Source: an optimization exercise on an open RTL-to-GDS flow (aim: small area, a short achievable clock period and few clock cycles). Production flows keep margins and buffers that such runs may drop.
RTL that was checked went through simulation tests only; none was proved equivalent to the original.
No functional check of the RTL was part of runs 2 to 5.
In every run shown here, the design's own scripts or RTL, not TritonCTS, make the clock network.
No driver is modelled on the clock port, so clock power and skew are understated where the tree is cut down; a real chip needs a root buffer or a tree.
Power figures rest on the tool's default switching activity, not on a simulated workload.

==> flow/design.v <==
module fc_nor2 (input wire a, input wire b, output wire y);
    assign y = ~(a | b);
endmodule
module fc_nand2 (input wire a, input wire b, output wire y);
    assign y = ~(a & b);
endmodule
module fc_ao21 (input wire a, input wire b, input wire c, output wire y);
    assign y = (a & b) | c;
endmodule
module frame_request_check (
    input  wire        op,
    input  wire        aw,
    input  wire [15:0] raw_hi,
    input  wire [7:0]  sid_raw,
    input  wire [7:0]  nid_raw,
    input  wire [7:0]  plen,
    output wire        ok,        
    output wire        bad,       
    output wire        oor,       
    output wire        ptl        
);
    wire [7:0] r1;
    wire [3:0] r2;
    wire [1:0] r3;
    genvar g;
    generate
        for (g = 0; g < 8; g = g + 1) begin : l1
            fc_nor2 u (.a(raw_hi[2*g]), .b(raw_hi[2*g+1]), .y(r1[g]));
        end
        for (g = 0; g < 4; g = g + 1) begin : l2
            fc_nand2 u (.a(r1[2*g]), .b(r1[2*g+1]), .y(r2[g]));
        end
        for (g = 0; g < 2; g = g + 1) begin : l3
            fc_nor2 u (.a(r2[2*g]), .b(r2[2*g+1]), .y(r3[g]));
        end
    endgenerate
    wire s1a, s1b, s2, sn_none;
    fc_nor2  u_s1a (.a(sid_raw[7]), .b(sid_raw[6]), .y(s1a));
    fc_nor2  u_s1b (.a(sid_raw[5]), .b(nid_raw[7]), .y(s1b));
    fc_nand2 u_s2  (.a(s1a), .b(s1b), .y(s2));
    fc_nor2  u_s3  (.a(s2), .b(nid_raw[6]), .y(sn_none));
    wire p1a, p1b;
    fc_nor2  u_p1a (.a(plen[7]), .b(plen[6]), .y(p1a));
    fc_nor2  u_p1b (.a(plen[5]), .b(plen[4]), .y(p1b));
    wire id_ok  = op ? sn_none : (aw | (r3[0] & r3[1]));
    assign ok   = id_ok & p1a & p1b;
    assign bad  = ~ok;
    assign oor  = ~id_ok;
    assign ptl  = id_ok & ~(p1a & p1b);
endmodule
module frame_byte_mux (
    input  wire         s_cfg,
    input  wire         s_a0r, s_a0p, s_a1r, s_a1p, s_a2r, s_a3r,
    input  wire [14:0]  s_pay,
    input  wire         s_end,
    input  wire         aw,
    input  wire         ft,
    input  wire [3:0]   plen,
    input  wire [31:0]  raw_id,
    input  wire [4:0]   sid,
    input  wire [5:0]   nid,
    input  wire [119:0] pay,
    output reg  [7:0]   y
);
    integer i;
    always @(*) begin
        y = ({8{s_cfg}} & {2'b11, aw, ft, plen})
          | ({8{s_a0r}} & raw_id[7:0])   | ({8{s_a0p}} & {sid[1:0], nid})
          | ({8{s_a1r}} & raw_id[15:8])  | ({8{s_a1p}} & {5'd0, sid[4:2]})
          | ({8{s_a2r}} & raw_id[23:16]) | ({8{s_a3r}} & raw_id[31:24])
          | ({8{s_end}} & 8'h55);
        for (i = 0; i < 15; i = i + 1)
            y = y | ({8{s_pay[i]}} & pay[8*i +: 8]);
    end
endmodule
module frame_serializer (
    input  wire         clk,
    input  wire         rst,
    input  wire         req_valid,
    output reg          req_ready,
    input  wire         op,           
    input  wire         ft,
    input  wire         aw,
    input  wire [31:0]  raw_id,
    input  wire [7:0]   sid_raw,
    input  wire [7:0]   nid_raw,
    input  wire [7:0]   plen,
    input  wire [119:0] pay,
    output reg          tx_valid,
    output reg  [7:0]   tx_data,
    output reg          tx_last,
    input  wire         tx_ready,
    output reg          resp_valid,
    output wire [2:0]   status,
    output reg  [4:0]   wire_len
);
    wire ok, bad, oor, ptl;
    frame_request_check u_chk (
        .op(op), .aw(aw), .raw_hi(raw_id[31:16]), .sid_raw(sid_raw), .nid_raw(nid_raw),
        .plen(plen), .ok(ok), .bad(bad), .oor(oor), .ptl(ptl)
    );
    reg [1:0] st;
    assign status = {1'b0, st};
    reg       n_cfg, n_addr, n_pay, n_end;
    reg [3:0] nidx;
    reg       r_op, r_aw;
    reg [3:0] r_len;
    wire take     = tx_valid && tx_ready;
    wire addr_lst = (nidx[1:0] == {r_aw, 1'b1});
    wire pay_lst  = (nidx == r_len - 4'd1);
    wire no_pay   = (r_len == 4'd0);
    wire step     = (n_addr && !addr_lst) || (n_pay && !pay_lst);
    wire [3:0]  s_addr = {4{n_addr}} & (4'b0001 << nidx[1:0]);
    reg  [14:0] s_pay;
    integer i;
    always @(*)
        for (i = 0; i < 15; i = i + 1)
            s_pay[i] = n_pay && nidx == i;
    wire [7:0] nxt;
    frame_byte_mux u_mux (
        .s_cfg(n_cfg),
        .s_a0r(s_addr[0] && !r_op), .s_a0p(s_addr[0] && r_op),
        .s_a1r(s_addr[1] && !r_op), .s_a1p(s_addr[1] && r_op),
        .s_a2r(s_addr[2] && !r_op), .s_a3r(s_addr[3] && !r_op),
        .s_pay(s_pay), .s_end(n_end),
        .aw(aw), .ft(ft), .plen(plen[3:0]), .raw_id(raw_id),
        .sid(sid_raw[4:0]), .nid(nid_raw[5:0]), .pay(pay), .y(nxt)
    );
    wire acc  = req_ready && req_valid && !rst;
    wire done = take && tx_last && !rst;
    wire tx_valid_d, resp_valid_d, req_ready_d;
    fc_ao21 u_v (.a(ok),  .b(acc), .c(!rst && tx_valid && !(tx_ready && tx_last)), .y(tx_valid_d));
    fc_ao21 u_r (.a(bad), .b(acc), .c(done), .y(resp_valid_d));
    fc_ao21 u_q (.a(bad), .b(acc), .c(rst || (req_ready && !req_valid) || done), .y(req_ready_d));
    wire [4:0] len_sum = 5'd5 + {3'd0, aw, 1'b0} + {1'b0, plen[3:0]};
    always @(posedge clk) begin
        st       <= {ptl, oor};
        wire_len <= {5{ok}} & len_sum;
        r_op     <= op;
        r_aw     <= aw;
        r_len    <= plen[3:0];
        if (req_ready) begin
            tx_data <= 8'hAA;
            n_cfg   <= 1'b1;
            n_addr  <= 1'b0;
            n_pay   <= 1'b0;
            n_end   <= 1'b0;
            nidx    <= 4'd0;
        end else if (take) begin
            tx_data <= nxt;
            n_cfg   <= 1'b0;
            n_addr  <= n_cfg || (n_addr && !addr_lst);
            n_pay   <= (n_addr && addr_lst && !no_pay) || (n_pay && !pay_lst);
            n_end   <= (n_addr && addr_lst && no_pay) || (n_pay && pay_lst) || n_end;
            nidx    <= step ? nidx + 4'd1 : 4'd0;
        end
        req_ready  <= req_ready_d;
        tx_valid   <= tx_valid_d;
        resp_valid <= resp_valid_d;
        tx_last    <= !rst && tx_valid && !(tx_ready && tx_last) && (tx_ready ? n_end : tx_last);
    end
endmodule
module frame_deserializer (
    input  wire         clk,
    input  wire         rst,
    input  wire         req_valid,
    output reg          req_ready,
    input  wire         rx_valid,
    input  wire [7:0]   rx_data,
    input  wire         rx_timeout,
    output reg          rx_ready,
    output reg          resp_valid,
    output wire [2:0]   status,
    output wire         ft,
    output wire         aw,
    output wire [25:0]  sid,
    output wire [5:0]   nid,
    output wire [3:0]   plen,
    output wire [119:0] pay
);
    reg         st_start, st_cfg, st_addr, st_pay, st_end;
    reg [5:0]   rx_cfg;
    reg [31:0]  rx_acc;
    reg [1:0]   k;
    reg [3:0]   j;
    reg [119:0] rx_buf;
    reg         st_desync, st_trunc;
    assign status = {st_trunc, st_desync, st_desync};
    assign ft     = rx_cfg[4];
    assign aw     = rx_cfg[5];
    assign plen   = rx_cfg[3:0];
    assign sid    = rx_acc[31:6];
    assign nid    = rx_acc[5:0];
    assign pay    = rx_buf;
    wire is_aa = (rx_data == 8'hAA);
    wire is_55 = (rx_data == 8'h55);
    wire ev    = rx_valid || rx_timeout;
    wire acc   = req_ready && req_valid;
    wire fin = rx_ready && ((st_start && (rx_timeout || (rx_valid && !is_aa)))
                         || ((st_cfg || st_addr || st_pay) && rx_timeout)
                         || (st_end && ev));
    wire addr_lst = (k == {rx_cfg[5], 1'b1});
    wire pay_lst  = (j == rx_cfg[3:0] - 4'd1);
    wire no_pay   = (rx_cfg[3:0] == 4'd0);
    integer i;
    always @(posedge clk) begin
        if (st_cfg)
            rx_cfg <= rx_data[5:0];
        if (st_start)
            rx_acc[31:16] <= 16'd0;
        for (i = 0; i < 4; i = i + 1)
            if (st_addr && k == i)
                rx_acc[8*i +: 8] <= rx_data;
        for (i = 0; i < 15; i = i + 1)
            if (st_pay && j == i)
                rx_buf[8*i +: 8] <= rx_data;
        st_desync <= st_start;
        st_trunc  <= !st_start && !(st_end && rx_valid && is_55);
        st_start <= acc || (st_start && !ev);
        st_cfg   <= !acc && ((st_start && rx_valid) || (st_cfg && !rx_valid));
        st_addr  <= !acc && (st_cfg && rx_valid || (st_addr && !(rx_valid && addr_lst)));
        st_pay   <= !acc && ((st_addr && rx_valid && addr_lst && !no_pay)
                          || (st_pay && !(rx_valid && pay_lst)));
        st_end   <= !acc && ((st_addr && rx_valid && addr_lst && no_pay)
                          || (st_pay && rx_valid && pay_lst) || st_end);
        k        <= st_addr ? k + {1'b0, rx_valid} : 2'd0;
        j        <= st_pay ? j + {3'd0, rx_valid} : 4'd0;
        req_ready  <= rst || (req_ready && !req_valid) || fin;
        rx_ready   <= !rst && (acc || (rx_ready && !fin));
        resp_valid <= !rst && fin;
    end
endmodule
module frame_codec (
    input  wire         clk,
    input  wire         rst,
    input  wire         tx_req_valid,
    output wire         tx_req_ready,
    input  wire         tx_op,
    input  wire         tx_ft,
    input  wire         tx_aw,
    input  wire [31:0]  tx_raw_id,
    input  wire [7:0]   tx_sid,
    input  wire [7:0]   tx_nid,
    input  wire [7:0]   tx_plen,
    input  wire [119:0] tx_pay,
    output wire         tx_valid,
    output wire [7:0]   tx_data,
    output wire         tx_last,
    input  wire         tx_ready,
    output wire         tx_resp_valid,
    output wire [2:0]   tx_status,
    output wire [4:0]   tx_wire_len,
    input  wire         rx_req_valid,
    output wire         rx_req_ready,
    input  wire         rx_valid,
    input  wire [7:0]   rx_data,
    input  wire         rx_timeout,
    output wire         rx_ready,
    output wire         rx_resp_valid,
    output wire [2:0]   rx_status,
    output wire         rx_ft,
    output wire         rx_aw,
    output wire [25:0]  rx_sid,
    output wire [5:0]   rx_nid,
    output wire [3:0]   rx_plen,
    output wire [119:0] rx_pay
);
    frame_serializer u_tx (
        .clk(clk), .rst(rst),
        .req_valid(tx_req_valid), .req_ready(tx_req_ready),
        .op(tx_op), .ft(tx_ft), .aw(tx_aw), .raw_id(tx_raw_id),
        .sid_raw(tx_sid), .nid_raw(tx_nid), .plen(tx_plen), .pay(tx_pay),
        .tx_valid(tx_valid), .tx_data(tx_data), .tx_last(tx_last), .tx_ready(tx_ready),
        .resp_valid(tx_resp_valid), .status(tx_status), .wire_len(tx_wire_len)
    );
    frame_deserializer u_rx (
        .clk(clk), .rst(rst),
        .req_valid(rx_req_valid), .req_ready(rx_req_ready),
        .rx_valid(rx_valid), .rx_data(rx_data), .rx_timeout(rx_timeout), .rx_ready(rx_ready),
        .resp_valid(rx_resp_valid), .status(rx_status),
        .ft(rx_ft), .aw(rx_aw), .sid(rx_sid), .nid(rx_nid), .plen(rx_plen), .pay(rx_pay)
    );
endmodule
==> flow/flow/run.sh <==
#!/bin/bash
# Standard layout, except that:
#  - the port buffers are the smallest buffer cell (buf_1);
#  - the clock tree is built by flow/manual_tree.tcl in place of TritonCTS:
#    the clock port drives 4 root buffers, each next to its share of the
#    leaf buffers, and each leaf buffer drives one balanced k-means cluster
#    of flip-flops. Everything after the tree (legalisation, timing repair,
#    routing, finishing) is the standard cts.tcl and later steps.
set -euo pipefail
here=$(pwd)
export BUFFER_PORTS_ARGS="-buffer_cell sky130_fd_sc_hd__buf_1"
bash standard.sh synth > log_synth.log 2>&1
rm -rf scripts_mt
cp -r "$FLOW_HOME/scripts" scripts_mt
python3 - "$here/scripts_mt/cts.tcl" > log_patch.log 2>&1 <<'PY'
import sys
p = sys.argv[1]
s = open(p).read()
old = "log_cmd clock_tree_synthesis {*}$cts_args"
assert s.count(old) == 1
s = s.replace(old, "source $::env(MT_TREE_TCL)\nmt_build $::env(MT_NLEAF) $::env(MT_NROOT) $::env(MT_LEAF_CELL) $::env(MT_ROOT_CELL)")
open(p, "w").write(s)
print("patched", p)
PY
export MT_TREE_TCL="$here/flow/manual_tree.tcl"
export MT_NLEAF=12
export MT_NROOT=4
export MT_LEAF_CELL=sky130_fd_sc_hd__clkbuf_16
export MT_ROOT_CELL=sky130_fd_sc_hd__clkbuf_16
bash standard.sh SCRIPTS_DIR="$here/scripts_mt" finish > log_flow.log 2>&1
==> flow/flow/manual_tree.tcl <==
proc mt_build {nleaf use_root leaf_cell root_cell} {
  set db [ord::get_db]
  set block [ord::get_db_block]
  set clk [$block findNet clk]
  set sinks {}
  foreach it [$clk getITerms] {
    if {[$it isInputSignal] || [[$it getMTerm] getSigType] eq "CLOCK"} { lappend sinks $it }
  }
  set n [llength $sinks]
  set xs {}; set ys {}
  foreach it $sinks {
    set bb [[$it getInst] getBBox]
    lappend xs [expr {([$bb xMin] + [$bb xMax]) / 2}]
    lappend ys [expr {([$bb yMin] + [$bb yMax]) / 2}]
  }
  # k-means, seeded along a sort by angle around the centroid
  set cx 0; set cy 0
  foreach x $xs y $ys { set cx [expr {$cx + $x}]; set cy [expr {$cy + $y}] }
  set cx [expr {$cx / double($n)}]; set cy [expr {$cy / double($n)}]
  set idx {}
  for {set i 0} {$i < $n} {incr i} {
    lappend idx [list $i [expr {atan2([lindex $ys $i] - $cy, [lindex $xs $i] - $cx)}]]
  }
  set idx [lsort -real -index 1 $idx]
  set kx {}; set ky {}
  for {set c 0} {$c < $nleaf} {incr c} {
    set sx 0; set sy 0; set m 0
    for {set p [expr {$c * $n / $nleaf}]} {$p < ($c + 1) * $n / $nleaf} {incr p} {
      set i [lindex $idx $p 0]
      set sx [expr {$sx + [lindex $xs $i]}]; set sy [expr {$sy + [lindex $ys $i]}]; incr m
    }
    lappend kx [expr {$sx / double($m)}]; lappend ky [expr {$sy / double($m)}]
  }
  set cap [expr {int(ceil(double($n) / $nleaf * 1.15))}]
  for {set iter 0} {$iter < 30} {incr iter} {
    # balanced assignment: nearest centre with room
    set pairs {}
    for {set i 0} {$i < $n} {incr i} {
      for {set c 0} {$c < $nleaf} {incr c} {
        set d [expr {abs([lindex $xs $i] - [lindex $kx $c]) + abs([lindex $ys $i] - [lindex $ky $c])}]
        lappend pairs [list $i $c $d]
      }
    }
    set pairs [lsort -real -index 2 $pairs]
    set asg [lrepeat $n -1]; set cnt [lrepeat $nleaf 0]
    foreach pr $pairs {
      lassign $pr i c d
      if {[lindex $asg $i] >= 0 || [lindex $cnt $c] >= $cap} continue
      lset asg $i $c; lset cnt $c [expr {[lindex $cnt $c] + 1}]
    }
    set nx [lrepeat $nleaf 0.0]; set ny [lrepeat $nleaf 0.0]
    for {set i 0} {$i < $n} {incr i} {
      set c [lindex $asg $i]
      lset nx $c [expr {[lindex $nx $c] + [lindex $xs $i]}]
      lset ny $c [expr {[lindex $ny $c] + [lindex $ys $i]}]
    }
    for {set c 0} {$c < $nleaf} {incr c} {
      if {[lindex $cnt $c] > 0} {
        lset kx $c [expr {[lindex $nx $c] / [lindex $cnt $c]}]
        lset ky $c [expr {[lindex $ny $c] / [lindex $cnt $c]}]
      }
    }
  }
  set lm [$db findMaster $leaf_cell]
  set rm [$db findMaster $root_cell]
  # group the leaves for the roots: sort leaves by angle around the centroid
  set lidx {}
  for {set c 0} {$c < $nleaf} {incr c} {
    lappend lidx [list $c [expr {atan2([lindex $ky $c] - $cy, [lindex $kx $c] - $cx)}]]
  }
  set lidx [lsort -real -index 1 $lidx]
  set lroot [lrepeat $nleaf 0]
  if {$use_root > 0} {
    for {set p 0} {$p < $nleaf} {incr p} {
      lset lroot [lindex $lidx $p 0] [expr {$p * $use_root / $nleaf}]
    }
    set tops {}
    for {set r 0} {$r < $use_root} {incr r} {
      set sx 0; set sy 0; set m 0
      for {set c 0} {$c < $nleaf} {incr c} {
        if {[lindex $lroot $c] == $r} {
          set sx [expr {$sx + [lindex $kx $c]}]; set sy [expr {$sy + [lindex $ky $c]}]; incr m
        }
      }
      set root [odb::dbInst_create $block $rm "mt_root_$r"]
      $root setLocation [expr {int($sx / $m)}] [expr {int($sy / $m)}]
      $root setPlacementStatus PLACED
      set top [odb::dbNet_create $block "mt_clk_root_$r"]
      $top setSigType CLOCK
      [$root findITerm A] connect $clk
      [mt_out $root] connect $top
      lappend tops $top
    }
  }
  for {set c 0} {$c < $nleaf} {incr c} {
    set b [odb::dbInst_create $block $lm "mt_leaf_$c"]
    $b setLocation [expr {int([lindex $kx $c])}] [expr {int([lindex $ky $c])}]
    $b setPlacementStatus PLACED
    set net [odb::dbNet_create $block "mt_clk_$c"]
    $net setSigType CLOCK
    if {$use_root > 0} {
      [$b findITerm A] connect [lindex $tops [lindex $lroot $c]]
    } else {
      [$b findITerm A] connect $clk
    }
    [mt_out $b] connect $net
    for {set i 0} {$i < $n} {incr i} {
      if {[lindex $asg $i] == $c} {
        set it [lindex $sinks $i]
        $it disconnect
        $it connect $net
      }
    }
  }
  puts "manual tree: $n sinks, $nleaf leaves ([join $cnt { }]), roots $use_root"
}

# the output pin of a buffer (X) or inverter (Y)
proc mt_out {inst} {
  set it [$inst findITerm X]
  if {$it eq "NULL" || $it eq ""} { set it [$inst findITerm Y] }
  return $it
}
==> flow/standard.sh <==
#!/bin/bash
# synth_recipe.tcl (not shown) runs the flow's synth.tcl, then flattens the netlist and writes it again
# the make line also repeats each setting of config.mk as NAME=value (left out here)
make -C /OpenROAD-flow-scripts/flow DESIGN_CONFIG=/design/flow/config.mk WORK_HOME=/design/flow/orfs CLKGATE_MAP_FILE= SYNTH_SCRIPT=/design/flow/synth_recipe.tcl "${@:-finish}"
==> flow/config.mk <==
export PLATFORM = sky130hd
export DESIGN_NAME = frame_codec
export DESIGN_NICKNAME = frame_codec
export VERILOG_FILES = /design/flow/design.v
export SDC_FILE = /design/flow/constraint.sdc
export NUM_CORES = 4
export LEC_CHECK = 0
export CAP_MARGIN = 10
export CORE_MARGIN = 2
export CORE_UTILIZATION = 60
export SETUP_SLACK_MARGIN = 3.9
export SLEW_MARGIN = 10
export SYNTH_HIERARCHICAL = 1
==> flow/constraint.sdc <==
create_clock -name core_clock -period 6.0 [get_ports {clk}]
set_input_delay 1.2000 -clock core_clock [delete_from_list [all_inputs] [get_ports {clk}]]
set_output_delay 1.2000 -clock core_clock [all_outputs]
set_load 0.01 [all_outputs]
==> results of run 1 <==
[layer usage]
| metal | vias to the layer above | track usage (%) |
|---|---|---|
| met5 | - | 0 |
| met4 | 2 | 21.6 |
| met3 | 221 | 8.78 |
| met2 | 837 | 73.9 |
| met1 | 3690 | 49.0 |
| li1 | 3089 | - |
[cell usage in the layout (no fill, tap or decap), types with 5 or more instances in the layout]
cell type  count
nand4_1       17
xnor2_1        8
inv_1         15
a222oi_1       6
nand3_1        7
buf_8          5
ha_1           9
a22oi_2        5
buf_4         25
dfxtp_1       45
nor2_1        29
nor2_2        12
clkbuf_16     16
clkbuf_2       9
edfxtp_1     158
nand2_1       38
and2_1        26
buf_6         15
a21oi_1       12
nand3b_1       6
and2_2        14
a211oi_1       6
buf_2          6
buf_1        342
a22oi_1       41
a22o_1        13
xor2_1         8
a221oi_2      12
diode_2        7
[modules after synthesis (local to each module, per instance), a selection]
module / flops+latches / cells inside / cell area, sq um / times used
fc_ao21: 0 / 1 / 7.51 / 3
fc_nand2: 0 / 1 / 3.75 / 5
fc_nor2: 0 / 1 / 3.75 / 15
frame_byte_mux: 0 / 129 / 1010 / 1
frame_deserializer: 174 / 289 / 5780 / 1
frame_request_check: 0 / 7 / 45.0 / 1
frame_serializer: 33 / 160 / 1500 / 1
[per-stage QoR]
stage	setup WS (ns)	instance area [sq um]	power, mW	hold slack (ns)	util, %
floorplan	3.90	8440	1.68	0.390	-
global placement	3.29	9890	1.78	0.447	71.5
detailed placement	3.10	9890	1.79	0.457	71.5
CTS	3.61	10900	2.56	0.453	78.5
global route	3.77	11000	2.80	0.480	79.6
finish	3.76	11000	2.75	0.468	79.6
[sequential cells by signal, summed over array words and instances (netlist names), 2 cells and up]
signal and flops:
u_tx.wire_len 5, u_tx.st 2, u_tx.r_len 4, u_rx.rx_acc 32
u_rx.rx_buf 120, u_rx.j 4, u_rx.rx_cfg 6, u_tx.nidx 4
u_tx.tx_data 8, u_rx.k 2
[worst max-delay path: stages (launching register included)]
cell and delay (ns):
dfxtp_1 0.50, and3b_2 0.27, and2_2 0.31, a22o_1 0.31, a221oi_2 0.19, and4_1 0.26
nand4_1 0.13, nand2_1 0.11, a21oi_1 0.07
[report_power, final]
part           leakage, nW  total (mW)  switching, mW  internal, mW
clock network        0.197       0.930          0.454         0.477
logic                 1.75       0.232          0.133        0.0993
registers             1.84        1.59         0.0221          1.57
total                 3.80        2.75          0.609          2.14
[final timing paths]
kind | depth (start not counted) | end | slack [ns] | startpoint
min reg2reg | 2 | u_tx.tx_data[0]$_SDFFE_PP0P_ | 0.47 | u_tx.tx_data[0]$_SDFFE_PP0P_
max reg2reg | 8 | u_tx.tx_data[6]$_SDFFE_PP0P_ | 3.76 | u_tx.nidx[3]$_SDFFE_PP0P_
max | 8 | u_tx.tx_data[6]$_SDFFE_PP0P_ | 3.76 | u_tx.nidx[3]$_SDFFE_PP0P_
min | 2 | u_tx.tx_data[0]$_SDFFE_PP0P_ | 0.47 | u_tx.tx_data[0]$_SDFFE_PP0P_
[cells by family (layout without fill, tap and decap cells)]
logic type | count (synthesis) | in the layout | share of synthesized area, %
AO/OA/AOI/OAI | 120 | 120 | 11.5
XOR/XNOR | 20 | 20 | 2.58
adder cells (fa/ha/maj) | 11 | 11 | 1.72
buffers and inverters | 50 | 439 | 3.44
flip-flops | 207 | 207 | 67.9
multiplexers | 1 | 1 | 0.119
other | 1 | 8 | 0.0445
AND/OR/NAND/NOR | 198 | 198 | 12.8
[area by class of cell]
class | instances | area (sq um) | share of cell area, %
Sequential cell | 207 | 5740 | 52.1
Tap cell | 180 | 225 | 2.05
Inverter | 15 | 56.3 | 0.511
Multi-Input combinational cell | 351 | 2620 | 23.8
Antenna cell | 7 | 17.5 | 0.159
Buffer | 16 | 400 | 3.64
Timing Repair Buffer | 408 | 1950 | 17.7
[timing repair]
item,4_1_cts,5_1_grt
endpoints found under the setup margin,114,81
gates resized for setup,117,41
buffers inserted,13,9
cloned,4,0
pin swaps,49,3
==> metrics.md, run 1 <==
| Metric | Value |
|---|---|
| Synth Register Bits | about 210 |
| Largest net degree at the start of global routing | 23 |
| RSZ-0062 raised after global routing | yes |
| FMAX | between 0.4 and 0.5 GHz |
| Hold-fix buffers, CTS | 0 |
| EDFF count, synth | approximately 160 |
| Lkg Pwr | 3.80 nW |
| Met3 wire len | approximately 4300 um |
| Gpl congestion | around 1 |
| Synthesized cell area | roughly 8400 sq um |
| Post-Syn Nets | roughly 800 |
| Total of max-cap violations | 0 |
| Post-route ant nets | 0 |
| Fraction of layout cells with a size suffix above 1 | between 10% and 20% |
| Initial core utilization | approximately three fifths |
| Vias in the first global route | between 7000 and 8000 |
| PwrDens | between 200 and 250 nW/um^2 |
| Final #Nets | roughly 1200 |
| First DRT Iteration DRCs | around 1100 |
| CP required | 6.19 ns |
| Final HPWL DP | between 20000 and 25000 um |
| Drt drc | 0 |
| Post-route minimum period | 2.24 ns |
| VDD IR max | between 150 and 200 uV |
| Final setup skew | between 0.02 and 0.025 ns |
| Final number of hold-violating endpoints | 0 |
| CP arrival | roughly 2.4 ns |
| CORE AREA | about 14000 sq um |
| Final Instance Count excl. Fillers | about 1200 |
| Met2 wire len | roughly 17000 um |
| Measured slew at the worst slew-check pin | 0.919 ns |
| Synth area leader | edfxtp_1 |
| Worst Hold Class | flip-flop to flip-flop |
| Row Count | between 40 and 50 |
| Synthesized area per cell | between 10 and 15 sq um |
| Initial antenna violation count | 6 |
| Slew headroom | around two fifths |
| Final setup viols | 0 |
| Worst-skew pair later-pin latency | roughly 0.30 ns |
| DP Cell Count | between 1000 and 1500 |
| Netlist cell types | 59 |
| Global-route wire length before repair | 45700 um |
| DR WL/cell | 28.6 um |
| Outcome | complete, no violations |
| Routed met1 length | between 10000 and 15000 um |
| All-layer global routing usage | 42.2% |
| Worst-path clk slew | ~0.080 ns |
| Commonest cells post-synth | edfxtp_1, dfxtp_1, a22oi_1 |
| Final Max Slew Viols | 0 |
| Synth-to-layout area growth | 30.5% |
| Period utilization | between 30% and 40% |
| Chip width | 123 um |
| Gate count after technology mapping | a little over 600 |
| CP Launch Type | flip-flop |
| WL final | approximately 34000 um |
| Warnings, synthesis | 9 |
| Critical path type | flip-flop to flip-flop |
| DIE HEIGHT | about 120 um |
| Die area | ~15000 sq um |
| Port-buffer cells | around 380 |
| Worst-path fanout max | 8 |
| DR vias/cell | between 6 and 7 |
| Final-layout fill cell count | between 700 and 800 |
| Synth Flop Type | edfxtp_1 |
| Vias | 7839 |
| Cells taking the most area after synthesis | edfxtp_1, dfxtp_1, a22oi_1 |
| Worst Setup End Kind | flip-flop |
| Fin Setup TNS | 0 ns |
| FFs w/ async S/R, synth | 0% |
| DR pass1 iterations | 7 |
| Seq/Total Area, Yosys | 67.9% |
| Total gr overflow | 0 |
| Share of the synthesized area in the top cell type | a little under three fifths |
| Most common cell in the netlist | edfxtp_1 |
| Top Metal Used | met5 |
| IO Count | between 300 and 400 |
Testbench counts, summed over its fixed seeds: cycles 56,146.
==> run 2: changes to the inputs <==
--- a/flow/design.v
+++ b/flow/design.v
@@ -192,6 +192,7 @@
     assign sid    = rx_acc[31:6];
     assign nid    = rx_acc[5:0];
     assign pay    = rx_buf;
+    wire [7:0] acc_hi = {8{!st_start}} & rx_data;
     wire is_aa = (rx_data == 8'hAA);
     wire is_55 = (rx_data == 8'h55);
     wire ev    = rx_valid || rx_timeout;
@@ -206,11 +207,12 @@
     always @(posedge clk) begin
         if (st_cfg)
             rx_cfg <= rx_data[5:0];
-        if (st_start)
-            rx_acc[31:16] <= 16'd0;
-        for (i = 0; i < 4; i = i + 1)
+        for (i = 0; i < 2; i = i + 1)
             if (st_addr && k == i)
                 rx_acc[8*i +: 8] <= rx_data;
+        for (i = 2; i < 4; i = i + 1)
+            if (st_start || (st_addr && k == i))
+                rx_acc[8*i +: 8] <= acc_hi;
         for (i = 0; i < 15; i = i + 1)
             if (st_pay && j == i)
                 rx_buf[8*i +: 8] <= rx_data;
--- a/flow/config.mk
+++ b/flow/config.mk
@@ -8,6 +8,6 @@
 export CAP_MARGIN = 10
 export CORE_MARGIN = 2
 export CORE_UTILIZATION = 60
-export SETUP_SLACK_MARGIN = 3.9
+export SETUP_SLACK_MARGIN = 3.85
 export SLEW_MARGIN = 10
 export SYNTH_HIERARCHICAL = 1
==> run 2 against run 1 <==
Compared with the run above:
- sequential cell count unchanged
- core utilization decreased by 2.1 points
- wire length decreased by 19%
- clock power decreased by 4.4%
- largest power group unchanged
==> metrics.md, run 2 <==
| Metric | Value |
|---|---|
| Outcome | complete, no violations |
| Tot Pwr | 2.69 mW |
| Fraction of layout cells with a size suffix above 1 | ~14% |
| Total of max-cap violations | 0 |
| Net Sw Frac | between 20% and 30% |
| Synth Register Bits | 207 |
| Setup ws final | between 3 and 4 ns |
| GR Util met2 | 61.1% |
| DR WL/cell | approximately 24 um |
| IO Count | about 380 |
| Measured slew at the worst slew-check pin | about 1.1 ns |
| Lkg Pwr | 3.61 nW |
| Netlist cell types | 61 |
| Synthesized cell area | 8380 sq um |
| Global-route wire length before repair | 38600 um |
| CP Launch Type | input port |
| Most frequent cells in the layout | buf_1, edfxtp_1, dfxtp_1, a22oi_1, nand2_1 |
| Chip width | ~120 um |
| Port-buffer cells | ~380 |
| Vias in the first global route | 6533 |
| First DRT Iteration DRCs | 686 |
| DR vias/cell | about 6.1 |
| Gate power share | 7.5% |
| Fin Setup TNS | 0 ns |
| Cells taking the most area after synthesis | edfxtp_1, dfxtp_1, a22oi_1 |
| Period utilization | about two fifths |
| Internal Power | approximately 2.1 mW |
| Total gr overflow | 0 |
| Worst Setup End Kind | flip-flop |
| Clock Power Share | between 30 and 40% |
| Share of the synthesized area in the top cell type | between 50% and 60% |
| FFs w/ async S/R, synth | 0% |
| Worst-skew pair later-pin latency | slightly below 0.3 ns |
| Gpl congestion | ~1 |
| PwrDens | roughly 250 nW/um^2 |
| FMAX | 0.438 GHz |
| Synthesized area per cell | 14.1 sq um |
| Synth area leader | edfxtp_1 |
| Die area | around 15000 sq um |
| Row Count | 43 |
| Fin util | 77.5% |
| Post-Syn Nets | around 800 |
| Met1 capacity usage during global routing | approximately 44% |
| Worst-path fanout max | 3 |
| Dpl ws | 2.80 ns |
| Post-route cell area | 10700 sq um |
| CP required | between 6 and 7 ns |
| Post-route minimum period | approximately 2.3 ns |
| Drt drc | 0 |
| Seq/Total Area, Yosys | between 60% and 70% |
| Top reg by flops | u_rx.rx_buf |
| WL final | roughly 28000 um |
| CORE AREA | about 14000 sq um |
| Final HPWL DP | 19700 um |
| DR pass1 iterations | 8 |
| Largest registers | u_rx.rx_buf (120), u_rx.rx_acc (32), u_tx.tx_data (8) |
| Largest net degree at the start of global routing | 22 |
| All-layer global routing usage | 35.1% |
| Critical path type | input port to flip-flop |
| Initial core utilization | about three fifths |
| Synth Flop Type | edfxtp_1 |
| GR met3 Demand/Resource | roughly 6.2% |
| Busiest grt layer | met2 |
| Commonest cells post-synth | edfxtp_1, dfxtp_1, a22oi_1 |
| Leading cell type in the layout, fill and taps excluded | buf_1 |
| Warnings, synthesis | 9 |
| Initial antenna violation count | 1 |
| Final Max Slew Viols | 0 |
| Final number of hold-violating endpoints | 0 |
| DIE HEIGHT | ~120 um |
| Gate count after technology mapping | roughly 600 |
| Final setup viols | 0 |
| RSZ-0062 raised after global routing | yes |
| Max reg flops | 120 |
| CP arrival | between 2 and 2.5 ns |
| EDFF count, synth | 158 |
| Synth-to-layout area growth | 27.4% |
| Slew headroom | 24.1% |
| Most common cell in the netlist | edfxtp_1 |
| Vias | 7020 |
| Reg power frac | 59.4% |
| Worst Hold Class | flip-flop to flip-flop |
| Area post-placement | 9830 sq um |
| P_sw | between 0.5 and 0.6 mW |
| Post-route ant nets | 0 |
| Final #Nets | about 1200 |
| Final setup skew | 0.0210 ns |
| Worst-path clk slew | 0.08 ns |
| VDD IR max | roughly 170 uV |
## run 2: layer usage
metal,wire length (um),up-vias
li1,-,3023
met1,9560,3331
met2,13800,557
met3,2890,109
met4,1280,0
met5,0,-
## run 2: timing repair
| action | 4_1_cts | 5_1_grt |
|---|---|---|
| hold buffers | 0 | 0 |
| pin swaps | 44 | 10 |
| gates cloned | 2 | 0 |
| endpoints found under the setup margin | 84 | 23 |
| resized for setup | 83 | 52 |
| buffers inserted | 7 | 6 |
## run 2: Yosys stat by module, one instance, submodules excluded, excerpt
module	cells inside	times used	flops+latches	area, sq um
fc_ao21	1	3	0	7.51
frame_request_check	7	1	0	45.0
frame_serializer	160	1	33	1500
fc_nand2	1	5	0	3.75
fc_nor2	1	15	0	3.75
frame_byte_mux	129	1	0	1010
frame_deserializer	277	1	174	5730
## run 2: power by group through the flow
| stage | logic (mW) | clock network (mW) | registers [mW] |
|---|---|---|---|
| after floorplan | 0.0612 | 0 | 1.63 |
| after global placement | 0.169 | 0 | 1.63 |
| after detailed placement | 0.174 | 0 | 1.63 |
| after CTS | 0.191 | 0.729 | 1.63 |
| after global routing | 0.216 | 0.945 | 1.60 |
| final | 0.202 | 0.889 | 1.60 |
## run 2: critical path: stages
cell	delay (ns)
buf_8	0.10
buf_6	0.12
or4b_4	0.52
nor4_4	0.15
a21oi_2	0.07
a221o_1	0.31
## run 2: area by class of cell
| type | instances | area, sq um |
|---|---|---|
| repair buffers | 398 | 1700 |
| multi-input cells | 338 | 2550 |
| fillers | 891 | 3100 |
| inverters | 15 | 56.3 |
| diodes | 2 | 5.00 |
| well taps | 180 | 225 |
| flip-flops and latches | 207 | 5740 |
| plain buffers | 16 | 400 |
## run 2: path summary, 6_finish.rpt
path	start	endpoint	slack, ns	depth (start not counted)
hold / removal	u_tx.tx_data[0]$_SDFFE_PP0P_	u_tx.tx_data[0]$_SDFFE_PP0P_	0.45	2
setup reg to reg	u_tx.nidx[0]$_SDFFE_PP0P_	u_tx.tx_data[7]$_SDFFE_PP1P_	3.89	9
hold reg to reg	u_tx.tx_data[0]$_SDFFE_PP0P_	u_tx.tx_data[0]$_SDFFE_PP0P_	0.45	2
setup / recovery	rx_data[4]	u_rx.req_ready$_DFF_P_	3.71	6
## run 2: cells by family (layout without fill, tap and decap cells)
| group | Yosys count | after routing | synth area share (%) |
|---|---|---|---|
| AOI/OAI and AO/OA | 123 | 123 | 11.9 |
| xor gates and xnor gates | 20 | 20 | 2.60 |
| adders and majority gates | 11 | 11 | 1.73 |
| buffers and inverters | 51 | 429 | 3.48 |
| DFF | 207 | 207 | 68.3 |
| muxes | 1 | 1 | 0.119 |
| other | 1 | 3 | 0.0448 |
| and+or+nand+nor | 182 | 182 | 11.8 |
## run 2: metrics by stage
step / cells / hold slack [ns]
2_1_floorplan: 596 / 0.387
3_3_place_gp: 1123 / 0.448
3_5_place_dp: 1123 / 0.455
4_1_cts: 1148 / 0.451
5_1_grt: 1155 / 0.475
6_report: 1156 / 0.455
==> run 3: changes to the inputs <==
--- a/flow/design.v
+++ b/flow/design.v
@@ -102,20 +102,21 @@
     reg [1:0] st;
     assign status = {1'b0, st};
     reg       n_cfg, n_addr, n_pay, n_end;
-    reg [3:0] nidx;
+    reg [3:0] ilo, ihi;     
     reg       r_op, r_aw;
     reg [3:0] r_len;
     wire take     = tx_valid && tx_ready;
-    wire addr_lst = (nidx[1:0] == {r_aw, 1'b1});
-    wire pay_lst  = (nidx == r_len - 4'd1);
+    wire [3:0] lst    = r_len - 4'd1;
+    wire addr_lst = r_aw ? ilo[3] : ilo[1];
+    wire pay_lst  = ilo[lst[1:0]] && ihi[lst[3:2]];
     wire no_pay   = (r_len == 4'd0);
     wire step     = (n_addr && !addr_lst) || (n_pay && !pay_lst);
-    wire [3:0]  s_addr = {4{n_addr}} & (4'b0001 << nidx[1:0]);
+    wire [3:0]  s_addr = {4{n_addr}} & ilo;
     reg  [14:0] s_pay;
     integer i;
     always @(*)
         for (i = 0; i < 15; i = i + 1)
-            s_pay[i] = n_pay && nidx == i;
+            s_pay[i] = n_pay && ilo[i % 4] && ihi[i / 4];
     wire [7:0] nxt;
     frame_byte_mux u_mux (
         .s_cfg(n_cfg),
@@ -145,14 +146,16 @@
             n_addr  <= 1'b0;
             n_pay   <= 1'b0;
             n_end   <= 1'b0;
-            nidx    <= 4'd0;
+            ilo     <= 4'b0001;
+            ihi     <= 4'b0001;
         end else if (take) begin
             tx_data <= nxt;
             n_cfg   <= 1'b0;
             n_addr  <= n_cfg || (n_addr && !addr_lst);
             n_pay   <= (n_addr && addr_lst && !no_pay) || (n_pay && !pay_lst);
             n_end   <= (n_addr && addr_lst && no_pay) || (n_pay && pay_lst) || n_end;
-            nidx    <= step ? nidx + 4'd1 : 4'd0;
+            ilo     <= step ? {ilo[2:0], ilo[3]} : 4'b0001;
+            ihi     <= !step ? 4'b0001 : (ilo[3] ? {ihi[2:0], ihi[3]} : ihi);
         end
         req_ready  <= req_ready_d;
         tx_valid   <= tx_valid_d;
@@ -192,7 +195,6 @@
     assign sid    = rx_acc[31:6];
     assign nid    = rx_acc[5:0];
     assign pay    = rx_buf;
-    wire [7:0] acc_hi = {8{!st_start}} & rx_data;
     wire is_aa = (rx_data == 8'hAA);
     wire is_55 = (rx_data == 8'h55);
     wire ev    = rx_valid || rx_timeout;
@@ -207,12 +209,11 @@
     always @(posedge clk) begin
         if (st_cfg)
             rx_cfg <= rx_data[5:0];
-        for (i = 0; i < 2; i = i + 1)
+        if (st_start)
+            rx_acc[31:16] <= 16'd0;
+        for (i = 0; i < 4; i = i + 1)
             if (st_addr && k == i)
                 rx_acc[8*i +: 8] <= rx_data;
-        for (i = 2; i < 4; i = i + 1)
-            if (st_start || (st_addr && k == i))
-                rx_acc[8*i +: 8] <= acc_hi;
         for (i = 0; i < 15; i = i + 1)
             if (st_pay && j == i)
                 rx_buf[8*i +: 8] <= rx_data;
--- a/flow/flow/run.sh
+++ b/flow/flow/run.sh
@@ -23,8 +23,8 @@
 print("patched", p)
 PY
 export MT_TREE_TCL="$here/flow/manual_tree.tcl"
-export MT_NLEAF=12
+export MT_NLEAF=8
 export MT_NROOT=4
 export MT_LEAF_CELL=sky130_fd_sc_hd__clkbuf_16
-export MT_ROOT_CELL=sky130_fd_sc_hd__clkbuf_16
+export MT_ROOT_CELL=sky130_fd_sc_hd__clkbuf_8
 bash standard.sh SCRIPTS_DIR="$here/scripts_mt" finish > log_flow.log 2>&1
--- a/flow/flow/manual_tree.tcl
+++ b/flow/flow/manual_tree.tcl
@@ -88,7 +88,7 @@
       set top [odb::dbNet_create $block "mt_clk_root_$r"]
       $top setSigType CLOCK
       [$root findITerm A] connect $clk
-      [mt_out $root] connect $top
+      [$root findITerm X] connect $top
       lappend tops $top
     }
   }
@@ -103,7 +103,7 @@
     } else {
       [$b findITerm A] connect $clk
     }
-    [mt_out $b] connect $net
+    [$b findITerm X] connect $net
     for {set i 0} {$i < $n} {incr i} {
       if {[lindex $asg $i] == $c} {
         set it [lindex $sinks $i]
@@ -114,10 +114,3 @@
   }
   puts "manual tree: $n sinks, $nleaf leaves ([join $cnt { }]), roots $use_root"
 }
-
-# the output pin of a buffer (X) or inverter (Y)
-proc mt_out {inst} {
-  set it [$inst findITerm X]
-  if {$it eq "NULL" || $it eq ""} { set it [$inst findITerm Y] }
-  return $it
-}
--- a/flow/config.mk
+++ b/flow/config.mk
@@ -5,9 +5,9 @@
 export SDC_FILE = /design/flow/constraint.sdc
 export NUM_CORES = 4
 export LEC_CHECK = 0
-export CAP_MARGIN = 10
+export CAP_MARGIN = 20
 export CORE_MARGIN = 2
 export CORE_UTILIZATION = 60
 export SETUP_SLACK_MARGIN = 3.85
-export SLEW_MARGIN = 10
+export SLEW_MARGIN = 20
 export SYNTH_HIERARCHICAL = 1
==> run 3 against run 2 <==
Compared with the run above:
- still clean on timing, DRC and antenna
- total power down 5.4%
- clock skew up 0.0029 ns
- core utilization up 1.1 points
- first-iteration DRC count up 15%
- wire length up 13%
- global-route usage up 3.4 points
- synthesized cell count up 5.4%
- sequential power about the same
- sequential cell count up 4
==> metrics.md, run 3 <==
| Metric | Value |
|---|---|
| Worst-path clk slew | about 0.11 ns |
| Leading cell type in the layout, fill and taps excluded | buf_1 |
| Slew headroom | approximately 44% |
| Final setup viols | 0 |
| Largest registers | u_rx.rx_buf (120), u_rx.rx_acc (32), u_tx.tx_data (8) |
| Reg power frac | between 60% and 70% |
| R2R Path Start | u_rx.st_pay$_DFF_P_ |
| Gate count after technology mapping | about 630 |
| Critical path, cell by cell | buf_2 |
| Lkg Pwr | 3.77 nW |
| Final number of hold-violating endpoints | 0 |
| CORE AREA | approximately 14000 sq um |
| Gate power share | 8.7% |
| First DRT Iteration DRCs | 787 |
| Measured slew at the worst slew-check pin | 0.837 ns |
| Worst-path fanout max | 3 |
| Max reg flops | 120 |
| Post-route minimum period | approximately 2.2 ns |
| Setup ws final | around 3.8 ns |
| CP startpoint | u_rx.rx_cfg[2]$_DFFE_PP_ |
| Critical path type | flip-flop to output port |
| Worst-skew pair later-pin latency | around 0.31 ns |
| Tot Pwr | 2.54 mW |
| Synth area leader | edfxtp_1 |
| Worst hold start | u_tx.tx_data[0]$_SDFFE_PP0P_ |
| Period utilization | a little over a third |
| Worst Hold Class | flip-flop to flip-flop |
| Initial antenna violation count | 9 |
| Final HPWL DP | 21300 um |
| DR vias/cell | roughly 6.3 |
| Vias | 7530 |
| Final Instance Count excl. Fillers | between 1000 and 1500 |
| Cell family with the largest share of critical-path delay | flip-flops |
| DR WL/cell | roughly 26 um |
| Final setup skew | approximately 0.024 ns |
| Most common cell in the netlist | edfxtp_1 |
| Top reg by flops | u_rx.rx_buf |
| Port-buffer cells | around 380 |
| Outcome | complete, no violations |
| Largest family of logic cells by synthesized area | simple AND/OR/NAND/NOR gates |
| Fraction of layout cells with a size suffix above 1 | roughly an eighth |
| Post-Syn Nets | between 800 and 900 |
| Fin Setup TNS | 0 ns |
| P_sw | between 0.5 and 0.6 mW |
| CP required | roughly 4.8 ns |
| Synthesized cell area | ~8600 sq um |
| Netlist cell types | 60 |
| Die area | 15200 sq um |
| Total gr overflow | 0 |
| Post-route ant nets | 0 |
| WL final | around 31000 um |
| Synth-to-layout area growth | 27.6% |
| Dpl ws | between 3 and 4 ns |
| All-layer global routing usage | approximately two fifths |
| Global-route wire length before repair | roughly 43000 um |
| Slowest Stage Delay on Critical Path | approximately 0.47 ns |
| Synth Register Bits | 211 |
| PwrDens | between 200 and 250 nW/um^2 |
| Hold slack | 0.469 ns |
| Post-Synth Simple-Gate Area | about an eighth |
| Cells taking the most area after synthesis | edfxtp_1, dfxtp_1, a22oi_1 |
| Clock Power Share | 27.7% |
| Net Sw Frac | a little over a fifth |
| FMAX | about 0.46 GHz |
| CP Launch Type | flip-flop |
| Area post-placement | approximately 10000 sq um |
| DR pass1 iterations | 6 |
| Fin util | 78.6% |
| FFs w/ async S/R, synth | 0% |
| Hold-fix buffers, CTS | 0 |
| Worst Setup End Kind | output port |
| CP arrival | roughly 0.97 ns |
| Gpl congestion | 1.04 |
| Total of max-cap violations | 0 |
| Commonest cells post-synth | edfxtp_1, dfxtp_1, a22oi_1 |
| Post-Synth XOR/XNOR Area | around 1.6% |
| Post-route cell area | around 11000 sq um |
| Synth Area in Compound Gates | between 10% and 20% |
| Most frequent cells in the layout | buf_1, edfxtp_1, dfxtp_1, a22oi_1 |
| Drt drc | 0 |
| Row Count | between 40 and 50 |
| CP max stage cell | edfxtp_1 |
| Final Max Slew Viols | 0 |
| Synth Area in Adders | around 1.1% |
| Initial core utilization | 61.6% |
| DP Cell Count | around 1200 |
| Vias in the first global route | ~7000 |
| Largest net degree at the start of global routing | 32 |
| Seq/Total Area, Yosys | roughly two thirds |
| VDD IR max | roughly 160 uV |
| Worst Path Buf+Inv | 1 |
| RSZ-0062 raised after global routing | yes |
| Chip width | 123 um |
| Warnings, synthesis | 9 |
| Final #Nets | around 1200 |
| Synth Flop Type | edfxtp_1 |
| Internal Power | 1.99 mW |
| IO Count | roughly 380 |
| DIE HEIGHT | between 100 and 150 um |
| Synthesized area per cell | around 14 sq um |
| EDFF count, synth | around 160 |
| Multiplexer share of the synthesized area | under 10% |
| Share of the synthesized area in the top cell type | 55.5% |
-- run 3: cell count changes in the layout (fill, tap and decap cells not counted), moves of 8 or more --
cell / before / now
and2_1: 8 / 28
and2_4: 11 / 1
and3_1: 2 / 16
clkbuf_16: 16 / 8
nor2b_1: 12 / 4
-- run 3: path summary, 6_finish.rpt --
| path | slack, ns | end | cells after the start |
|---|---|---|---|
| max | 3.83 | rx_plen[2] | 1 |
| min reg2reg | 0.47 | u_tx.tx_data[0]$_SDFFE_PP0P_ | 2 |
| max reg2reg | 3.92 | u_rx.rx_buf[23]$_DFFE_PP_ | 3 |
| min | 0.47 | u_tx.tx_data[0]$_SDFFE_PP0P_ | 2 |
-- run 3: final cells by class --
type	count	area, sq um
antenna	7	17.5
buffer	12	255
fill	833	2970
inverter	17	63.8
multi-input combinational	360	2630
sequential	211	5810
tap	180	225
timing repair buffer	406	1900
-- run 3: power by group through the flow --
stage                     logic, mW  registers (mW)  clock network (mW)
after floorplan              0.0571            1.65                   0
after global placement        0.166            1.65                   0
after detailed placement      0.171            1.65                   0
after CTS                     0.209            1.65               0.544
after global routing          0.234            1.62               0.745
final                         0.221            1.62               0.704
-- run 3: modules after synthesis (local to each module, per instance), excerpt --
| module | cells | cell area [sq um] |
|---|---|---|
| frame_deserializer | 289 | 5780 |
| fc_nor2 | 1 | 3.75 |
| fc_nand2 | 1 | 3.75 |
| frame_serializer | 180 | 1620 |
| frame_request_check | 7 | 45.0 |
| frame_byte_mux | 129 | 1010 |
| fc_ao21 | 1 | 7.51 |
-- run 3: kinds of logic after synthesis --
logic type	Yosys count
AOI/OAI and AO/OA	129
adders and majority gates	7
DFF	211
xor gates and xnor gates	13
and+or+nand+nor	203
muxes	7
other	1
buffers and inverters	57
-- run 3: timing repair --
item                                    4_1_cts  5_1_grt
buffers inserted                             16        4
resized for setup                           106       18
endpoints found under the setup margin       99       23
pin swaps                                    52        7
cloned                                        4        0
-- run 3: routing by layer --
metal  vias to the layer above  part of all wire [%]  track usage [%]
met5                         -                  0.23                0
met2                       636                    50             65.6
li1                       3158                     -                -
met1                      3596                    33             47.6
met3                       128                    12             8.67
met4                        12                   5.1             15.6
-- run 3: tightest hold or removal path, stage by stage (launching register included) --
cell and delay (ns):
dfxtp_1 0.33, nand2_1 0.05, a21oi_1 0.05
==> run 4: changes to the inputs <==
--- a/flow/flow/run.sh
+++ b/flow/flow/run.sh
@@ -23,8 +23,8 @@
 print("patched", p)
 PY
 export MT_TREE_TCL="$here/flow/manual_tree.tcl"
-export MT_NLEAF=8
+export MT_NLEAF=12
 export MT_NROOT=4
 export MT_LEAF_CELL=sky130_fd_sc_hd__clkbuf_16
-export MT_ROOT_CELL=sky130_fd_sc_hd__clkbuf_8
+export MT_ROOT_CELL=sky130_fd_sc_hd__clkbuf_16
 bash standard.sh SCRIPTS_DIR="$here/scripts_mt" finish > log_flow.log 2>&1
==> run 4 against run 3 <==
Compared with the run above:
- largest power group unchanged
- highest routed layer unchanged
- core utilization up 1.4 points
- die area unchanged
- register-to-register slack about the same
- setup slack better by 0.012 ns
- total power up 7.8%
==> metrics.md, run 4 <==
| Metric | Value |
|---|---|
| Synthesized cell area | ~8600 sq um |
| Slowest Stage Delay on Critical Path | ~0.49 ns |
| Synth Register Bits | around 210 |
| Post-Syn Nets | 829 |
| Max reg flops | between 100 and 150 |
| CORE AREA | 13900 sq um |
| Total gr overflow | 0 |
| Synth Flop Type | edfxtp_1 |
| Port-buffer cells | between 300 and 400 |
| Fraction of layout cells with a size suffix above 1 | roughly 14% |
| FFs w/ async S/R, synth | 0% |
| Chip width | 123 um |
| Worst-path fanout max | 19 |
| Vias | about 7600 |
| Final Max Slew Viols | 0 |
| Period utilization | between 30% and 40% |
| PwrDens | about 250 nW/um^2 |
| Worst Hold Class | flip-flop to flip-flop |
| Synthesized area per cell | 13.6 sq um |
| Lkg Pwr | approximately 3.9 nW |
| DP Cell Count | about 1200 |
| Leading cell type in the layout, fill and taps excluded | buf_1 |
| Setup ws final | between 3 and 4 ns |
| Dpl ws | 3.27 ns |
| Fin Setup TNS | 0 ns |
| DR WL/cell | approximately 27 um |
| Synth area leader | edfxtp_1 |
| EDFF count, synth | around 160 |
| Final-layout fill cell count | ~810 |
| Synth-to-layout area growth | 29.8% |
| All-layer global routing usage | between 30% and 40% |
| Netlist cell types | 60 |
| Initial core utilization | between 60% and 70% |
| Final setup skew | 0.0212 ns |
| Most common cell in the netlist | edfxtp_1 |
| Cell family with the largest share of critical-path delay | flip-flops |
| VDD IR max | around 140 uV |
| Largest net degree at the start of global routing | 24 |
| Most frequent cells in the layout | buf_1, edfxtp_1, dfxtp_1, a22oi_1 |
| Top Metal Used | met5 |
| WL final | around 32000 um |
| DR pass1 iterations | 5 |
| First DRT Iteration DRCs | roughly 960 |
| Worst-skew pair later-pin latency | approximately 0.3 ns |
| Seq/Total Area, Yosys | between 60% and 70% |
| DIE HEIGHT | about 120 um |
| Commonest cells post-synth | edfxtp_1, dfxtp_1, a22oi_1 |
| Share of the synthesized area in the top cell type | 55.5% |
| Final number of hold-violating endpoints | 0 |
| Initial antenna violation count | 6 |
| Total of max-cap violations | 0 |
| Worst-path clk slew | ~0.080 ns |
| Gpl congestion | around 1.0 |
| Gate count after technology mapping | 628 |
| Die area | between 15000 and 20000 sq um |
| DR vias/cell | 6.34 |
| CP Launch Type | flip-flop |
| Worst Setup End Kind | output port |
| Final Instance Count excl. Fillers | between 1000 and 1500 |
| Cells taking the most area after synthesis | edfxtp_1, dfxtp_1, a22oi_1 |
| Outcome | complete, no violations |
| IO Count | between 300 and 400 |
| Post-route minimum period | 2.16 ns |
| Warnings, synthesis | 9 |
| Final setup viols | 0 |
| CP max stage cell | dfxtp_4 |
| Critical path, cell by cell | buf_1 |
| Critical path type | flip-flop to output port |
| Largest registers | u_rx.rx_buf (120), u_rx.rx_acc (32), u_tx.tx_data (8) |
| Measured slew at the worst slew-check pin | between 0.8 and 0.9 ns |
| Hold slack | roughly 0.47 ns |
| Area of the multi-input gates | 2650 sq um |
| Final HPWL DP | around 21000 um |
| Met3 wire len | 4140 um |
| Post-route ant nets | 0 |
| Final #Nets | about 1200 |
| Slew headroom | 44.1% |
| CP arrival | 0.96 ns |
| Worst Path Buf+Inv | 1 |
| FMAX | around 0.46 GHz |
| Sequential cell area | a little under 6000 sq um |
| Top reg by flops | u_rx.rx_buf |
| Drt drc | 0 |
| Vias in the first global route | 7203 |
| CP required | between 4 and 5 ns |
| Row Count | 43 |
| RSZ-0062 raised after global routing | yes |
| Routed met1 length | 10300 um |
| Met2 wire len | approximately 16000 um |
| Global-route wire length before repair | ~44000 um |
## run 4: final timing paths
| path | from | to | slack (ns) | cells past startpoint |
|---|---|---|---|---|
| max | u_tx.req_ready$_DFF_P_ | tx_req_ready | 3.84 | 1 |
| min | u_rx.st_start$_DFF_P_ | u_rx.st_desync$_DFF_P_ | 0.47 | 0 |
| max reg2reg | u_rx.st_pay$_DFF_P_ | u_rx.rx_buf[23]$_DFFE_PP_ | 3.91 | 3 |
| min reg2reg | u_rx.st_start$_DFF_P_ | u_rx.st_desync$_DFF_P_ | 0.47 | 0 |
## run 4: what timing repair did
action	4_1_cts	5_1_grt
endpoints found under the hold margin	0	0
buffers inserted	16	6
hold buffers	0	0
cloned	4	0
setup endpoints to repair	99	21
resized for setup	114	16
pin swaps	61	8
## run 4: stage by stage
step / power [mW] / utilization, % / area, sq um
2_1_floorplan: 1.71 / - / 8560
3_3_place_gp: 1.81 / 72.0 / 10000
3_5_place_dp: 1.82 / 72.0 / 10000
4_1_cts: 2.59 / 79.2 / 11000
5_1_grt: 2.80 / 79.9 / 11100
6_report: 2.74 / 80.0 / 11100
## run 4: per-layer routing
metal  vias up  track usage (%)
li1       3166                -
met1      3543             48.4
met2       762             68.3
met3       127             9.46
met4         4             17.5
met5         -                0
## run 4: layout make-up
class                           count  share of cell area [%]
Antenna cell                        7                   0.158
Tap cell                          180                    2.03
Timing Repair Buffer              408                    17.4
Multi-Input combinational cell    360                    23.9
Sequential cell                   211                    52.4
Inverter                           17                   0.575
Buffer                             16                    3.61
## run 4: modules after synthesis (local to each module, per instance), excerpt
module / area (sq um) / cells / flops+latches
frame_request_check: 45.0 / 7 / 0
frame_byte_mux: 1010 / 129 / 0
fc_nor2: 3.75 / 1 / 0
fc_nand2: 3.75 / 1 / 0
frame_serializer: 1620 / 180 / 37
fc_ao21: 7.51 / 1 / 0
frame_deserializer: 5780 / 289 / 174
## run 4: report_power, final
part	internal [mW]	switching [mW]	leakage (nW)
combinational	0.0985	0.126	1.79
sequential	1.59	0.0224	1.88
clock	0.476	0.426	0.197
total	2.17	0.574	3.86
## run 4: logic make-up after synthesis
family	Yosys count	share of synthesized area, %
flip-flops	211	67.9
AND/OR/NAND/NOR	203	12.6
AO/OA/AOI/OAI	129	12.2
buffers and inverters	57	3.57
XOR/XNOR	13	1.58
adder cells (fa/ha/maj)	7	1.11
multiplexers	7	1.02
other	1	0.0438
==> run 5: changes to the inputs <==
--- a/flow/design.v
+++ b/flow/design.v
@@ -4,8 +4,17 @@
 module fc_nand2 (input wire a, input wire b, output wire y);
     assign y = ~(a & b);
 endmodule
-module fc_ao21 (input wire a, input wire b, input wire c, output wire y);
-    assign y = (a & b) | c;
+module fc_inv (input wire a, output wire y);
+    assign y = ~a;
+endmodule
+module fc_mux2i (input wire a, input wire b, input wire s, output wire y);
+    assign y = ~(s ? b : a);
+endmodule
+module fc_pass (input wire a, input wire b, input wire c, input wire d, output wire y);
+    assign y = (~a & ~b & c) | d;
+endmodule
+module fc_fail (input wire a, input wire b, input wire c, input wire d, output wire y);
+    assign y = ((a | b) & c) | d;
 endmodule
 module frame_request_check (
     input  wire        op,
@@ -14,14 +23,13 @@
     input  wire [7:0]  sid_raw,
     input  wire [7:0]  nid_raw,
     input  wire [7:0]  plen,
-    output wire        ok,        
-    output wire        bad,       
     output wire        oor,       
-    output wire        ptl        
+    output wire        ptl_any    
 );
     wire [7:0] r1;
     wire [3:0] r2;
     wire [1:0] r3;
+    wire       raw_any;
     genvar g;
     generate
         for (g = 0; g < 8; g = g + 1) begin : l1
@@ -34,19 +42,20 @@
             fc_nor2 u (.a(r2[2*g]), .b(r2[2*g+1]), .y(r3[g]));
         end
     endgenerate
+    fc_nand2 u_r4 (.a(r3[0]), .b(r3[1]), .y(raw_any));
+    wire aw_n, raw_ok;
+    fc_inv   u_awn (.a(aw), .y(aw_n));
+    fc_nand2 u_rok (.a(aw_n), .b(raw_any), .y(raw_ok));
     wire s1a, s1b, s2, sn_none;
     fc_nor2  u_s1a (.a(sid_raw[7]), .b(sid_raw[6]), .y(s1a));
     fc_nor2  u_s1b (.a(sid_raw[5]), .b(nid_raw[7]), .y(s1b));
     fc_nand2 u_s2  (.a(s1a), .b(s1b), .y(s2));
     fc_nor2  u_s3  (.a(s2), .b(nid_raw[6]), .y(sn_none));
+    fc_mux2i u_oor (.a(raw_ok), .b(sn_none), .s(op), .y(oor));
     wire p1a, p1b;
     fc_nor2  u_p1a (.a(plen[7]), .b(plen[6]), .y(p1a));
     fc_nor2  u_p1b (.a(plen[5]), .b(plen[4]), .y(p1b));
-    wire id_ok  = op ? sn_none : (aw | (r3[0] & r3[1]));
-    assign ok   = id_ok & p1a & p1b;
-    assign bad  = ~ok;
-    assign oor  = ~id_ok;
-    assign ptl  = id_ok & ~(p1a & p1b);
+    fc_nand2 u_p2  (.a(p1a), .b(p1b), .y(ptl_any));
 endmodule
 module frame_byte_mux (
     input  wire         s_cfg,
@@ -94,11 +103,12 @@
     output wire [2:0]   status,
     output reg  [4:0]   wire_len
 );
-    wire ok, bad, oor, ptl;
+    wire oor, ptl_any;
     frame_request_check u_chk (
         .op(op), .aw(aw), .raw_hi(raw_id[31:16]), .sid_raw(sid_raw), .nid_raw(nid_raw),
-        .plen(plen), .ok(ok), .bad(bad), .oor(oor), .ptl(ptl)
-    );
+        .plen(plen), .oor(oor), .ptl_any(ptl_any)
+    );
+    wire ok = !oor && !ptl_any;
     reg [1:0] st;
     assign status = {1'b0, st};
     reg       n_cfg, n_addr, n_pay, n_end;
@@ -130,12 +140,12 @@
     wire acc  = req_ready && req_valid && !rst;
     wire done = take && tx_last && !rst;
     wire tx_valid_d, resp_valid_d, req_ready_d;
-    fc_ao21 u_v (.a(ok),  .b(acc), .c(!rst && tx_valid && !(tx_ready && tx_last)), .y(tx_valid_d));
-    fc_ao21 u_r (.a(bad), .b(acc), .c(done), .y(resp_valid_d));
-    fc_ao21 u_q (.a(bad), .b(acc), .c(rst || (req_ready && !req_valid) || done), .y(req_ready_d));
+    fc_pass u_v (.a(oor), .b(ptl_any), .c(acc), .d(!rst && tx_valid && !(tx_ready && tx_last)), .y(tx_valid_d));
+    fc_fail u_r (.a(oor), .b(ptl_any), .c(acc), .d(done), .y(resp_valid_d));
+    fc_fail u_q (.a(oor), .b(ptl_any), .c(acc), .d(rst || (req_ready && !req_valid) || done), .y(req_ready_d));
     wire [4:0] len_sum = 5'd5 + {3'd0, aw, 1'b0} + {1'b0, plen[3:0]};
     always @(posedge clk) begin
-        st       <= {ptl, oor};
+        st       <= {!oor && ptl_any, oor};
         wire_len <= {5{ok}} & len_sum;
         r_op     <= op;
         r_aw     <= aw;
==> run 5 against run 4 <==
Compared with the run above:
- critical path type unchanged
- still clean on timing, DRC and antenna
- design area shrank 1.4%
- sequential share of layout area grew 0.69 points
- global-route usage grew 0.76 points
- setup slack lost 0.016 ns
- maximum frequency shrank 0.75%
- via count shrank 0.16%
- synthesized area is essentially flat
==> metrics.md, run 5 <==
| Metric | Value |
|---|---|
| Final Max Slew Viols | 0 |
| Measured slew at the worst slew-check pin | 0.958 ns |
| WL final | around 32000 um |
| Top reg by flops | u_rx.rx_buf |
| CP arrival | 0.97 ns |
| Vias in the first global route | ~7400 |
| Synth area leader | edfxtp_1 |
| First DRT Iteration DRCs | between 800 and 900 |
| CP Launch Type | flip-flop |
| Worst Path Buf+Inv | 1 |
| Share of the synthesized area in the top cell type | a little under three fifths |
| Fraction of layout cells with a size suffix above 1 | roughly 13% |
| Synth Register Bits | 211 |
| Most frequent cells in the layout | buf_1, edfxtp_1, dfxtp_1, a22oi_1, nor2_1 |
| Synth Flop Type | edfxtp_1 |
| Final setup viols | 0 |
| Largest net degree at the start of global routing | 24 |
| Final setup skew | between 0.03 and 0.04 ns |
| Area of the multi-input gates | 2640 sq um |
| Worst-path fanout max | 1 |
| Synthesized area per cell | approximately 14 sq um |
| Final-layout fill cell count | ~800 |
| Die area | around 15000 sq um |
| Cells taking the most area after synthesis | edfxtp_1, dfxtp_1, a22oi_1 |
| DIE HEIGHT | between 100 and 150 um |
| CP max stage cell | edfxtp_1 |
| Tot Pwr | roughly 2.7 mW |
| Total of max-cap violations | 0 |
| Post-Syn Nets | ~830 |
| Gpl congestion | 1.05 |
| Slowest Stage Delay on Critical Path | just under 0.5 ns |
| Lkg Pwr | about 3.8 nW |
| Sequential cell area | ~5800 sq um |
| Vias | around 7600 |
| PwrDens | about 250 nW/um^2 |
| Netlist cell types | 60 |
| Row Count | 43 |
| Port-buffer cells | between 300 and 400 |
| Fin Setup TNS | 0 ns |
| GR met3 Demand/Resource | between 10% and 20% |
| Final HPWL DP | between 20000 and 25000 um |
| DR pass1 iterations | 5 |
| RSZ-0062 raised after global routing | yes |
| Warnings, synthesis | 9 |
| EDFF count, synth | 158 |
| FMAX | ~0.46 GHz |
| Initial core utilization | around three fifths |
| Worst-skew pair later-pin latency | 0.30 ns |
| Slew headroom | a little over a third |
| Post-route ant nets | 0 |
| FFs w/ async S/R, synth | 0% |
| GR Util met2 | about 70% |
| Synth-to-layout area growth | 28.2% |
| Initial antenna violation count | 6 |
| All-layer global routing usage | about two fifths |
| Worst-path clk slew | around 0.080 ns |
| Leading cell type in the layout, fill and taps excluded | buf_1 |
| Largest registers | u_rx.rx_buf (120), u_rx.rx_acc (32), u_tx.tx_data (8) |
| DR WL/cell | 27.2 um |
| Busiest grt layer | met2 |
| Gate count after technology mapping | between 600 and 700 |
| Commonest cells post-synth | edfxtp_1, dfxtp_1, a22oi_1, nor2_1, nand2_1 |
| Worst Setup End Kind | output port |
| CORE AREA | approximately 14000 sq um |
| Drt drc | 0 |
| Synthesized cell area | 8550 sq um |
| Global-route wire length before repair | 44600 um |
| Met1 capacity usage during global routing | 46.0% |
| Outcome | complete, no violations |
| Critical path type | flip-flop to output port |
| Critical path, cell by cell | clkbuf_2 |
| Seq/Total Area, Yosys | about two thirds |
| Most common cell in the netlist | edfxtp_1 |
| CP required | roughly 4.8 ns |
| Post-route minimum period | 2.17 ns |
| Period utilization | between 30% and 40% |
| Total gr overflow | 0 |
| IO Count | 378 |
| Worst Hold Class | flip-flop to flip-flop |
| DR vias/cell | between 6 and 7 |
| Final number of hold-violating endpoints | 0 |
| VDD IR max | between 150 and 200 uV |
| Chip width | 123 um |
| Max reg flops | 120 |
| Cell family with the largest share of critical-path delay | flip-flops |
| Final #Nets | between 1000 and 1500 |
==> run 5: cell count changes in the layout (fill, tap and decap cells not counted), sizes merged, moves of 2 or more <==
| cell | delta |
|---|---|
| diode | -3 |
| buf | -12 |
| a21o | -2 |
| and2 | -2 |
| nor3 | +5 |
| o21ai | +3 |
==> run 5: repair_timing <==
| item | 4_1_cts | 5_1_grt |
|---|---|---|
| endpoints found under the setup margin | 153 | 26 |
| cloned | 2 | 0 |
| pin swaps | 52 | 0 |
| setup buffers | 10 | 4 |
| hold endpoints to repair | 0 | 0 |
| gates resized for setup | 133 | 7 |
| hold buffers | 0 | 0 |
==> run 5: power by group <==
| part | internal [mW] | total (mW) | switching (mW) |
|---|---|---|---|
| registers | 1.59 | 1.62 | 0.0223 |
| clock network | 0.476 | 0.914 | 0.438 |
| logic | 0.0905 | 0.218 | 0.127 |
==> run 5: final timing paths <==
path                              from                   endpoint  slack [ns]  depth (start not counted)
min reg2reg      u_rx.st_start$_DFF_P_     u_rx.st_desync$_DFF_P_        0.47                          0
max reg2reg        u_rx.st_pay$_DFF_P_  u_rx.rx_buf[18]$_DFFE_PP_        3.89                          3
min              u_rx.st_start$_DFF_P_     u_rx.st_desync$_DFF_P_        0.47                          0
max          u_rx.rx_buf[10]$_DFFE_PP_                 rx_pay[10]        3.83                          1
==> run 5: logic make-up (layout without fill, tap and decap cells) <==
| kind of cell | after synthesis | count (layout) | share of synthesized area (%) |
|---|---|---|---|
| flops | 211 | 211 | 67.9 |
| simple gates | 204 | 204 | 12.5 |
| compound gates | 128 | 128 | 12.0 |
| buf+inv | 58 | 430 | 3.62 |
| xor+xnor | 13 | 13 | 1.58 |
| mux | 8 | 8 | 1.14 |
| fa+ha+maj | 7 | 7 | 1.11 |
| other cells | 1 | 5 | 0.0439 |
==> run 5: cell type report <==
class                      instances  area share (%)
antenna                            4          0.0914
buffer                            16            3.66
inverter                          18           0.640
multi-input combinational        361            24.1
sequential                       211            53.1
tap                              180            2.06
timing repair buffer             396            16.4
==> run 5: per-module statistics from Yosys, one instance, submodules excluded, excerpt <==
module              flip-flops and latches  cells inside  area (sq um)  times used
fc_fail                                  0             2          11.3           2
fc_mux2i                                 0             1          10.0           1
fc_nand2                                 0             1          3.75           8
fc_nor2                                  0             1          3.75          15
fc_pass                                  0             2          11.3           1
frame_deserializer                     174           289          5780           1
==> run 5: routing by layer <==
| layer | wire length [um] | vias up |
|---|---|---|
| li1 | - | 3139 |
| met1 | 10200 | 3627 |
| met2 | 16300 | 674 |
| met3 | 3800 | 144 |
| met4 | 1850 | 6 |
| met5 | 36 | - |
==> run 5: through the flow <==
step / utilization (%) / area (sq um) / setup slack (ns) / hold slack [ns] / std cells
3_3_place_gp: 71.8 / 9970 / 3.31 / 0.443 / 1149
6_report: 78.9 / 11000 / 3.83 / 0.466 / 1186
2_1_floorplan: - / 8550 / 3.85 / 0.390 / 630
5_1_grt: 78.9 / 10900 / 3.81 / 0.478 / 1184
3_5_place_dp: 71.8 / 9970 / 3.17 / 0.460 / 1149
4_1_cts: 78.4 / 10900 / 3.60 / 0.460 / 1177

Check on run 5: ideal ports give 3.827 ns setup slack; a clkbuf_16 on the clock port and buf_2 on the inputs give 3.734 ns; moving port delays by the midpoint clock arrival (0.379 ns) as well gives 3.545 ns.
